What follows belongs to an exercise in optimizing a design on an open flow for small area; a production flow would make more cautious choices. Function was checked by simulation only, so behaviour that the tests miss may differ from the original. No activity file was given, so power comes from the tool's default toggle rates. No driver is modelled on the clock port, so clocking that relies on it looks cheaper here than on a real chip.

==> v13 <==
==> flow/design.v (excerpt) <==
module vwi_modem (
    input  logic        clk,
    input  logic        rst,
    input  logic        tick,
    input  logic        rx_in,
    input  logic        cmd_valid,
    input  logic [31:0] cmd_word,
    output logic        cmd_ready,
    output logic        rsp_valid,
    output logic [31:0] rsp_word,
    output logic        tx_out,
    output logic        tx_drive,
    output logic        rx_ready,
    output logic        tx_busy,
    output logic [3:0]  cfg_prescaler_out,
    output logic [15:0] cfg_ticks_out,
    output logic        cfg_ok_out
);
  localparam logic [15:0] CRC_RESIDUE = 16'hF0B8;
  localparam logic [3:0] R_OK     = 4'd0;
  localparam logic [3:0] R_NODATA = 4'd1;
  localparam logic [3:0] R_REJ    = 4'd2;
  localparam logic [3:0] R_CFGF   = 4'd3;
  localparam logic [3:0] R_RANGE  = 4'd4;
  localparam logic [3:0] R_CFG    = 4'd5;
  localparam logic [3:0] R_TX0    = 4'd6;
  localparam logic [3:0] R_TX1    = 4'd7;
  localparam logic [3:0] R_RECV   = 4'd8;
  localparam logic [3:0] R_RXR    = 4'd9;
  localparam logic [3:0] R_RX0    = 4'd10;
  localparam logic [3:0] R_RX1    = 4'd11;
  ...
export LEC_CHECK = 0
export CAP_MARGIN = 20
export CORE_MARGIN = 2
export CORE_UTILIZATION = 70
export PLACE_DENSITY = 0.8
export SLEW_MARGIN = 20
create_clock -name core_clock -period 30.0 [get_ports {clk}]
standard.sh (not shown) runs the stock make flow with config.mk's settings and CLKGATE_MAP_FILE= SYNTH_SCRIPT=/design/flow/synth_recipe.tcl, a recipe that flattens the netlist after the stock synthesis.
==> flow/flow/run.sh <==
#!/bin/bash
# Own layout flow: the standard flow (standard.sh) with three changes.
#  1. Synthesis: the standard synthesis script, except that ABC maps the
#     logic with an area-oriented script (flow/abc_area.script) instead of
#     ORFS's delay-oriented one. Registers are mapped before ABC runs, so they
#     are the standard synthesis's; this script checks that against a run of
#     the standard synthesis (flow/same_regs.py) and falls back to the
#     standard netlist on any difference.
#  2. Port buffers are sky130_fd_sc_hd__buf_1 (every port still gets one).
#  3. CTS: clkbuf_16 on clusters of up to 30 sinks, without dummy loads.
# Each tool's output goes to its own log file in the work folder.
set -uo pipefail
W=$PWD
RES=$W/orfs/results/sky130hd/vwi_modem/base

# 1a. standard synthesis, kept for reference
bash $W/standard.sh synth > $W/synth_standard.log 2>&1 || exit 1
cp $RES/1_2_yosys.v $W/std_netlist.v
mkdir -p $W/std_results
cp $RES/1_* $W/std_results/

# 1b. synthesis with the area-oriented ABC script
sed "s|^source \$::env(SCRIPTS_DIR)/synth_preamble.tcl|source \$::env(SCRIPTS_DIR)/synth_preamble.tcl\nset abc_args [lreplace \$abc_args 1 1 $W/flow/abc_area.script]|" \
  $FLOW_HOME/scripts/synth.tcl > $W/synth_area_core.tcl
sed "s|source \$::env(SCRIPTS_DIR)/synth.tcl|source $W/synth_area_core.tcl|" \
  $W/synth_recipe.tcl > $W/synth_area.tcl
rm -f $RES/1_2_yosys.v $RES/1_2_yosys.sdc $RES/1_synth.odb $RES/1_synth.sdc
if bash $W/standard.sh SYNTH_SCRIPT=$W/synth_area.tcl synth > $W/synth_area.log 2>&1 \
   && python3 $W/flow/same_regs.py $W/std_netlist.v $RES/1_2_yosys.v > $W/same_regs.log 2>&1; then
  echo "area synthesis used"
else
  echo "area synthesis not used; standard synthesis restored"
  cp $W/std_results/1_* $RES/
fi

# 2, 3. the rest of the standard flow
bash $W/standard.sh \
  "BUFFER_PORTS_ARGS=-buffer_cell sky130_fd_sc_hd__buf_1" \
  "CTS_ARGS=-sink_clustering_enable -repair_clock_nets -buf_list sky130_fd_sc_hd__clkbuf_16 -sink_clustering_size 30 -sink_clustering_max_diameter 100 -dont_use_dummy_load" \
  finish > $W/layout.log 2>&1 || exit 1
test -f $W/out/final.def
==> flow/flow/abc_area.script <==
strash
dc2
dch -f
amap
strash
dc2
dch -f
amap
==> flow/flow/same_regs.py <==
# Exit 0 if two flat netlists have the same flip-flops: instance names and
# cell types (drive strength aside).
import re, sys

def regs(path):
    text = open(path).read()
    out = {}
    for cell, inst in re.findall(r'^\s*(sky130_fd_sc_hd__\w+)\s+(\S+)\s*\(', text, re.M):
        base = re.sub(r'_\d+$', '', cell[len('sky130_fd_sc_hd__'):])
        if re.match(r'(e|s)?df|dl', base):
            out[inst] = base
    return out

a, b = regs(sys.argv[1]), regs(sys.argv[2])
print(len(a), "registers in the standard netlist,", len(b), "in the area netlist")
if a != b:
    print("differ:", sorted(set(a.items()) ^ set(b.items()))[:20])
    sys.exit(1)
print("same registers")
==> v22: changes against v13 <==
--- a/flow/design.v
+++ b/flow/design.v
@@ -77,18 +77,19 @@
   logic [26:0][7:0] stage;
   logic [26:0][7:0] txring;    
   logic [4:0]  tx_q;
   logic [7:0]  tx_nb;          
   logic [3:0]  tx_cn;          
   logic [26:0][7:0] rxring;    
   logic [4:0]  ring_ph;
   logic [7:0]  rx_pend;        
-  logic [26:0][7:0] outbuf;    
+  logic [26:0][7:0] outbuf;
   logic [4:0]  out_m;          
+  logic [4:0]  out_ph;         
   logic        rsp_valid_q;
   logic [3:0]  rsp_code;
   logic [4:0]  rsp_idx;
   logic [3:0]  op;
   logic [7:0]  f_idx, f_data;
   logic [15:0] f_rate;
   logic        fmt_n_ok, fmt_c_ok, fmt_b_ok, fmt_l_ok, fmt_i_ok;
   assign op     = cmd_word[31:28];
@@ -156,17 +157,17 @@
   logic [15:0] n_rx_crc;
   logic [7:0]  n_rx_good, n_rx_bad;
   logic        rx_push;
   logic [7:0]  rx_byte;
   logic        stage_we;
   logic        frame_load;
   logic        tx_cn_load;
   logic        out_load;
-  logic [4:0]  n_out_m;
+  logic [4:0]  n_out_m, n_out_ph;
   logic [5:0]  rxr_pos;
   logic        n_rsp_valid;
   logic [3:0]  n_rsp_code;
   logic [4:0]  n_rsp_idx;
   always_comb begin
     logic [8:0]  ramp1;
     logic [3:0]  integ1;
     logic        d;
@@ -187,16 +188,18 @@
     qbit = 1'b0;
     avail = 8'd0;
     m = 8'd0;
     n_cfg_ok        = cfg_ok;
     n_cfg_prescaler = cfg_prescaler;
     n_cfg_ticks     = cfg_ticks;
     n_div_cnt       = div_cnt;
     n_div_den       = div_den;
+    n_div_rem       = div_rem;
+    n_div_quo       = div_quo;
     n_tx_enabled    = tx_enabled;
     n_tx_line       = tx_line;
     n_tx_half       = tx_half;
     n_tx_index      = tx_index;
     n_tx_bit        = tx_bit;
     n_tx_sample     = tx_sample;
     n_tx_sent       = tx_sent;
     n_tx_crc        = tx_crc;
@@ -216,20 +219,21 @@
     n_rx_bad        = rx_bad;
     rx_push         = 1'b0;
     rx_byte         = 8'd0;
     stage_we        = 1'b0;
     frame_load      = 1'b0;
     tx_cn_load      = 1'b0;
     out_load        = 1'b0;
     n_out_m         = out_m;
+    n_out_ph        = out_ph;
+    rxr_pos         = 6'd0;
     n_rsp_valid     = 1'b0;
-    n_rsp_code      = R_OK;
-    rxr_pos         = {1'b0, f_idx[4:0]} + {1'b0, ring_ph} + 6'd1;
-    n_rsp_idx       = (rxr_pos >= 6'd27) ? 5'(rxr_pos - 6'd27) : rxr_pos[4:0];
+    n_rsp_code      = rsp_code;
+    n_rsp_idx       = rsp_idx;
     if (tick) begin
       if (rx_enabled && !tx_enabled) n_rx_sample = rx_in;
       if (tx_enabled) begin
         if (tx_sample == 3'd0) begin
           if (tx_index >= tx_len) begin
             n_tx_enabled = 1'b0;
             n_tx_sent    = tx_sent + 8'd1;
             n_tx_line    = 1'b0;
@@ -291,22 +295,22 @@
             n_rx_bit_count = 4'd0;
             n_rx_len       = 5'd0;
             n_rx_done      = 1'b0;
             n_rx_crc       = 16'hFFFF;
           end
         end
       end
     end
-    sh   = {div_rem, div_quo[15]};
-    diff = sh - {1'b0, div_den};
-    qbit = !diff[16];
-    n_div_rem = qbit ? diff[15:0] : sh[15:0];
-    n_div_quo = {div_quo[14:0], qbit};
     if (div_cnt != 5'd0) begin
+      sh   = {div_rem, div_quo[15]};
+      diff = sh - {1'b0, div_den};
+      qbit = !diff[16];
+      n_div_rem = qbit ? diff[15:0] : sh[15:0];
+      n_div_quo = {div_quo[14:0], qbit};
       n_div_cnt = div_cnt - 5'd1;
       if (div_cnt == 5'd1) begin
         n_cfg_ok        = 1'b1;
         n_cfg_prescaler = (div_den >= 16'd31) ? 4'd1 : (div_den >= 16'd4) ? 4'd2 : 4'd3;
         n_cfg_ticks     = n_div_quo;
         n_rsp_valid     = 1'b1;
         n_rsp_code      = R_CFG;
       end
@@ -377,25 +381,28 @@
         4'h7: begin
           if (!fmt_l_ok) n_rsp_code = R_ILL;
           else if (!n_rx_done) n_rsp_code = R_NODATA;
           else begin
             avail = {3'd0, n_rx_len} - 8'd3;
             m = (f_data < avail) ? f_data : avail;
             out_load   = 1'b1;
             n_out_m    = m[4:0];
+            n_out_ph   = ring_ph;
             n_rx_done  = 1'b0;
             n_rsp_code = R_RECV;
           end
         end
         4'h8: begin
           if (!fmt_i_ok) n_rsp_code = R_ILL;
           else if (f_idx >= 8'd27) n_rsp_code = R_RANGE;
           else if (f_idx[4:0] < out_m) begin
             n_rsp_code = R_RXR;
+            rxr_pos    = {1'b0, f_idx[4:0]} + {1'b0, out_ph};
+            n_rsp_idx  = (rxr_pos >= 6'd27) ? 5'(rxr_pos - 6'd27) : rxr_pos[4:0];
           end
         end
         4'h9: begin
           if (!fmt_i_ok) n_rsp_code = R_ILL;
           else if (f_idx == 8'd0) n_rsp_code = R_RX0;
           else if (f_idx == 8'd1) n_rsp_code = R_RX1;
           else if (f_idx == 8'd2) n_rsp_code = R_RX2;
           else if (f_idx == 8'd3) n_rsp_code = R_RX3;
@@ -470,16 +477,17 @@
       ring_ph       <= (ring_ph == 5'd26) ? 5'd0 : ring_ph + 5'd1;
     end
   end
   always_ff @(posedge clk) begin
     div_den  <= n_div_den;
     div_rem  <= n_div_rem;
     div_quo  <= n_div_quo;
     tx_crc   <= n_tx_crc;
+    out_ph   <= n_out_ph;
     rsp_code <= n_rsp_code;
     rsp_idx  <= n_rsp_idx;
   end
   always_ff @(posedge clk) begin
     for (int k = 0; k < 27; k++) begin
       if (rst || (stage_we && f_idx[4:0] == 5'(k)))
         stage[k] <= rst ? 8'd0 : f_data;
     end
@@ -495,17 +503,17 @@
     if (tx_q == tx_nb_idx) tx_nb <= txring[26];
     if (tx_cn_load) tx_cn <= tx_next_nib;
   end
   logic rx_commit;
   assign rx_commit = ({1'b0, rx_len} + {1'b0, ring_ph}) == 6'd28;
   always_ff @(posedge clk) begin
     if (rx_push) rx_pend <= rx_byte;
     rxring <= {rxring[25:0], rx_commit ? rx_pend : rxring[26]};
-    outbuf <= out_load ? {rxring[25:0], rxring[26]} : {outbuf[25:0], outbuf[26]};
+    if (out_load) outbuf <= rxring;
   end
   logic [27:0] rsp_data;
   always_comb begin
     case (rsp_code)
       R_CFG:  rsp_data = {7'd0, cfg_ok, cfg_prescaler, cfg_ticks};
       R_TX0:  rsp_data = {5'd0, tx_index, tx_sent, tx_sample, tx_bit, tx_line, tx_enabled};
       R_TX1:  rsp_data = {21'd0, tx_len};
       R_RECV: rsp_data = {19'd0, (rx_crc == CRC_RESIDUE), 3'd0, out_m};
==> v10: changes against v13 <==
--- a/flow/design.v
+++ b/flow/design.v
@@ -77,18 +77,19 @@
   logic [26:0][7:0] stage;
   logic [26:0][7:0] txring;    
   logic [4:0]  tx_q;
   logic [7:0]  tx_nb;          
   logic [3:0]  tx_cn;          
   logic [26:0][7:0] rxring;    
   logic [4:0]  ring_ph;
   logic [7:0]  rx_pend;        
-  logic [26:0][7:0] outbuf;    
+  logic [26:0][7:0] outbuf;
   logic [4:0]  out_m;          
+  logic [4:0]  out_ph;         
   logic        rsp_valid_q;
   logic [3:0]  rsp_code;
   logic [4:0]  rsp_idx;
   logic [3:0]  op;
   logic [7:0]  f_idx, f_data;
   logic [15:0] f_rate;
   logic        fmt_n_ok, fmt_c_ok, fmt_b_ok, fmt_l_ok, fmt_i_ok;
   assign op     = cmd_word[31:28];
@@ -156,17 +157,17 @@
   logic [15:0] n_rx_crc;
   logic [7:0]  n_rx_good, n_rx_bad;
   logic        rx_push;
   logic [7:0]  rx_byte;
   logic        stage_we;
   logic        frame_load;
   logic        tx_cn_load;
   logic        out_load;
-  logic [4:0]  n_out_m;
+  logic [4:0]  n_out_m, n_out_ph;
   logic [5:0]  rxr_pos;
   logic        n_rsp_valid;
   logic [3:0]  n_rsp_code;
   logic [4:0]  n_rsp_idx;
   always_comb begin
     logic [8:0]  ramp1;
     logic [3:0]  integ1;
     logic        d;
@@ -187,16 +188,18 @@
     qbit = 1'b0;
     avail = 8'd0;
     m = 8'd0;
     n_cfg_ok        = cfg_ok;
     n_cfg_prescaler = cfg_prescaler;
     n_cfg_ticks     = cfg_ticks;
     n_div_cnt       = div_cnt;
     n_div_den       = div_den;
+    n_div_rem       = div_rem;
+    n_div_quo       = div_quo;
     n_tx_enabled    = tx_enabled;
     n_tx_line       = tx_line;
     n_tx_half       = tx_half;
     n_tx_index      = tx_index;
     n_tx_bit        = tx_bit;
     n_tx_sample     = tx_sample;
     n_tx_sent       = tx_sent;
     n_tx_crc        = tx_crc;
@@ -216,20 +219,21 @@
     n_rx_bad        = rx_bad;
     rx_push         = 1'b0;
     rx_byte         = 8'd0;
     stage_we        = 1'b0;
     frame_load      = 1'b0;
     tx_cn_load      = 1'b0;
     out_load        = 1'b0;
     n_out_m         = out_m;
+    n_out_ph        = out_ph;
+    rxr_pos         = 6'd0;
     n_rsp_valid     = 1'b0;
-    n_rsp_code      = R_OK;
-    rxr_pos         = {1'b0, f_idx[4:0]} + {1'b0, ring_ph} + 6'd1;
-    n_rsp_idx       = (rxr_pos >= 6'd27) ? 5'(rxr_pos - 6'd27) : rxr_pos[4:0];
+    n_rsp_code      = rsp_code;
+    n_rsp_idx       = rsp_idx;
     if (tick) begin
       if (rx_enabled && !tx_enabled) n_rx_sample = rx_in;
       if (tx_enabled) begin
         if (tx_sample == 3'd0) begin
           if (tx_index >= tx_len) begin
             n_tx_enabled = 1'b0;
             n_tx_sent    = tx_sent + 8'd1;
             n_tx_line    = 1'b0;
@@ -291,22 +295,22 @@
             n_rx_bit_count = 4'd0;
             n_rx_len       = 5'd0;
             n_rx_done      = 1'b0;
             n_rx_crc       = 16'hFFFF;
           end
         end
       end
     end
-    sh   = {div_rem, div_quo[15]};
-    diff = sh - {1'b0, div_den};
-    qbit = !diff[16];
-    n_div_rem = qbit ? diff[15:0] : sh[15:0];
-    n_div_quo = {div_quo[14:0], qbit};
     if (div_cnt != 5'd0) begin
+      sh   = {div_rem, div_quo[15]};
+      diff = sh - {1'b0, div_den};
+      qbit = !diff[16];
+      n_div_rem = qbit ? diff[15:0] : sh[15:0];
+      n_div_quo = {div_quo[14:0], qbit};
       n_div_cnt = div_cnt - 5'd1;
       if (div_cnt == 5'd1) begin
         n_cfg_ok        = 1'b1;
         n_cfg_prescaler = (div_den >= 16'd31) ? 4'd1 : (div_den >= 16'd4) ? 4'd2 : 4'd3;
         n_cfg_ticks     = n_div_quo;
         n_rsp_valid     = 1'b1;
         n_rsp_code      = R_CFG;
       end
@@ -377,25 +381,28 @@
         4'h7: begin
           if (!fmt_l_ok) n_rsp_code = R_ILL;
           else if (!n_rx_done) n_rsp_code = R_NODATA;
           else begin
             avail = {3'd0, n_rx_len} - 8'd3;
             m = (f_data < avail) ? f_data : avail;
             out_load   = 1'b1;
             n_out_m    = m[4:0];
+            n_out_ph   = ring_ph;
             n_rx_done  = 1'b0;
             n_rsp_code = R_RECV;
           end
         end
         4'h8: begin
           if (!fmt_i_ok) n_rsp_code = R_ILL;
           else if (f_idx >= 8'd27) n_rsp_code = R_RANGE;
           else if (f_idx[4:0] < out_m) begin
             n_rsp_code = R_RXR;
+            rxr_pos    = {1'b0, f_idx[4:0]} + {1'b0, out_ph};
+            n_rsp_idx  = (rxr_pos >= 6'd27) ? 5'(rxr_pos - 6'd27) : rxr_pos[4:0];
           end
         end
         4'h9: begin
           if (!fmt_i_ok) n_rsp_code = R_ILL;
           else if (f_idx == 8'd0) n_rsp_code = R_RX0;
           else if (f_idx == 8'd1) n_rsp_code = R_RX1;
           else if (f_idx == 8'd2) n_rsp_code = R_RX2;
           else if (f_idx == 8'd3) n_rsp_code = R_RX3;
@@ -470,16 +477,17 @@
       ring_ph       <= (ring_ph == 5'd26) ? 5'd0 : ring_ph + 5'd1;
     end
   end
   always_ff @(posedge clk) begin
     div_den  <= n_div_den;
     div_rem  <= n_div_rem;
     div_quo  <= n_div_quo;
     tx_crc   <= n_tx_crc;
+    out_ph   <= n_out_ph;
     rsp_code <= n_rsp_code;
     rsp_idx  <= n_rsp_idx;
   end
   always_ff @(posedge clk) begin
     for (int k = 0; k < 27; k++) begin
       if (rst || (stage_we && f_idx[4:0] == 5'(k)))
         stage[k] <= rst ? 8'd0 : f_data;
     end
@@ -495,17 +503,17 @@
     if (tx_q == tx_nb_idx) tx_nb <= txring[26];
     if (tx_cn_load) tx_cn <= tx_next_nib;
   end
   logic rx_commit;
   assign rx_commit = ({1'b0, rx_len} + {1'b0, ring_ph}) == 6'd28;
   always_ff @(posedge clk) begin
     if (rx_push) rx_pend <= rx_byte;
     rxring <= {rxring[25:0], rx_commit ? rx_pend : rxring[26]};
-    outbuf <= out_load ? {rxring[25:0], rxring[26]} : {outbuf[25:0], outbuf[26]};
+    if (out_load) outbuf <= rxring;
   end
   logic [27:0] rsp_data;
   always_comb begin
     case (rsp_code)
       R_CFG:  rsp_data = {7'd0, cfg_ok, cfg_prescaler, cfg_ticks};
       R_TX0:  rsp_data = {5'd0, tx_index, tx_sent, tx_sample, tx_bit, tx_line, tx_enabled};
       R_TX1:  rsp_data = {21'd0, tx_len};
       R_RECV: rsp_data = {19'd0, (rx_crc == CRC_RESIDUE), 3'd0, out_m};
==> flow/run.sh (new file) <==
#!/bin/bash
# synth_recipe.tcl (not shown) runs the flow's synth.tcl, then flattens the netlist and writes it again
# the make line also repeats each setting of config.mk as NAME=value (left out here)
make -C /OpenROAD-flow-scripts/flow DESIGN_CONFIG=/design/flow/config.mk WORK_HOME=/design/flow/orfs CLKGATE_MAP_FILE= SYNTH_SCRIPT=/design/flow/synth_recipe.tcl finish
Settings changed: CORE_UTILIZATION 70 to 60, CTS_BUF_LIST from default to sky130_fd_sc_hd__clkbuf_16, CTS_CLUSTER_DIAMETER from default to 100, CTS_CLUSTER_SIZE from default to 25, PLACE_DENSITY 0.8 to 0.7.
removed: flow/flow/run.sh
removed: flow/flow/abc_area.script
removed: flow/flow/same_regs.py
removed: flow/standard.sh
==> v26: changes against v13 <==
--- a/flow/flow/run.sh
+++ b/flow/flow/run.sh
@@ -2,17 +2,17 @@
 # Own layout flow: the standard flow (standard.sh) with three changes.
 #  1. Synthesis: the standard synthesis script, except that ABC maps the
 #     logic with an area-oriented script (flow/abc_area.script) instead of
 #     ORFS's delay-oriented one. Registers are mapped before ABC runs, so they
 #     are the standard synthesis's; this script checks that against a run of
 #     the standard synthesis (flow/same_regs.py) and falls back to the
 #     standard netlist on any difference.
 #  2. Port buffers are sky130_fd_sc_hd__buf_1 (every port still gets one).
-#  3. CTS: clkbuf_16 on clusters of up to 30 sinks, without dummy loads.
+#  3. CTS: clkbuf_16 on clusters of up to 28 sinks, without dummy loads.
 # Each tool's output goes to its own log file in the work folder.
 set -uo pipefail
 W=$PWD
 RES=$W/orfs/results/sky130hd/vwi_modem/base
 
 # 1a. standard synthesis, kept for reference
 bash $W/standard.sh synth > $W/synth_standard.log 2>&1 || exit 1
 cp $RES/1_2_yosys.v $W/std_netlist.v
@@ -31,11 +31,11 @@
 else
   echo "area synthesis not used; standard synthesis restored"
   cp $W/std_results/1_* $RES/
 fi
 
 # 2, 3. the rest of the standard flow
 bash $W/standard.sh \
   "BUFFER_PORTS_ARGS=-buffer_cell sky130_fd_sc_hd__buf_1" \
-  "CTS_ARGS=-sink_clustering_enable -repair_clock_nets -buf_list sky130_fd_sc_hd__clkbuf_16 -sink_clustering_size 30 -sink_clustering_max_diameter 100 -dont_use_dummy_load" \
+  "CTS_ARGS=-sink_clustering_enable -repair_clock_nets -buf_list sky130_fd_sc_hd__clkbuf_16 -sink_clustering_size 28 -sink_clustering_max_diameter 100 -dont_use_dummy_load" \
   finish > $W/layout.log 2>&1 || exit 1
 test -f $W/out/final.def
==> flow/flow/abc_area.script (replaced) <==
strash
dc2
dch -f
amap -A 5
strash
dc2
dch -f
amap -A 5
==> comparison <==
v13 passed the timing, DRC and antenna checks. v10 completed without violations. v22 finished with timing, DRC and antenna clean. v26 went through all stages and came out clean.
Area after synthesis, lowest first: v26, v13, v22, v10.
Of v26 and v10, v10 has the higher clock power (gap about 11%, measured against v10).
Between v26 and v13, the lower wire length is in v26 (gap 1.1%, measured against v13).
Between v26 and v10, the lower core utilization is in v10 (gap 11 points).
In v22 the cell count is smaller than in v13, by 5.0%.
Combinational power, highest first: v13, v26, v10, v22.
Register-to-register slack, highest first: v10, v26, v13, v22.
==> figures <==
Post-route cell area: v10 0.04527 mm^2; v26 0.04124 mm^2; v22 0.04194 mm^2; v13 0.04129 mm^2
WP depth: v10 8; v26 9; v22 34; v13 9
Die area: v10 0.07185 mm^2; v26 0.05667 mm^2; v22 0.05769 mm^2; v13 0.05693 mm^2
Number of cells on the worst reg-to-reg path: v10 23; v26 36; v22 35; v13 35
Status: v10 finished clean; v26 finished clean; v22 finished clean; v13 finished clean
Largest net degree at the start of global routing: v10 243; v26 222; v22 141; v13 162
Worst clock skew: v10 0.03222 ns; v26 0.04367 ns; v22 0.07723 ns; v13 0.05877 ns
Maximum clock rate: v10 65.16 MHz; v26 69.54 MHz; v22 66.51 MHz; v13 69.29 MHz
Cell-internal power: v10 0.002067 W; v26 0.001967 W; v22 0.001995 W; v13 0.001963 W
Fraction of standard cell area that is sequential: v10 59.78%; v26 59.81%; v22 64.54%; v13 59.74%
Minimum setup slack among reg-to-reg paths: v10 22.55 ns; v26 20.67 ns; v22 19.54 ns; v13 20.40 ns
Complex-gate fraction of the synthesized area: v10 7.680%; v26 22.91%; v22 17.81%; v13 22.00%
Reg-to-reg critical path endpoint: v10 out_m[1]; v26 out_m[2]; v22 out_m[0]; v13 out_m[1]
DRT Wirelength: v10 94070 um; v26 96290 um; v22 93350 um; v13 97340 um
Clock latency on the worst-skew pair: v10 0.65 ns; v26 0.62 ns; v22 0.64 ns; v13 0.63 ns

-- port drivers added, routing unchanged --
No port has a modelled driver above. Below, the same layouts with a new extraction and two added sets of constraints. Step 1 sets driving cells, clkbuf_16 on the clock port and buf_2 on the other inputs (assumed; they add their load-dependent delay and slew). Step 2 moves the port delays by t, midway between the first and last clock arrival at a register: inputs arrive t later, outputs are due t later. That takes back most of the time a late clock gives input paths. a / b / c = ideal / step 1 / step 2; a / b = the first two.
run	t (ns)	setup slack, ns	worst setup path after step 2
v13	0.660	15.568 / 15.537 / 15.467	input to register
v22	0.665	14.964 / 14.990 / 14.325	input to register
v10	0.697	14.653 / 14.633 / 14.633	input to output
v26	0.672	15.619 / 15.585 / 15.370	input to register
After both steps setup and hold are still met in every run listed. For v22, which loses most, drivers alone change the setup slack by +0.026 ns; drivers and shift together by -0.639 ns.
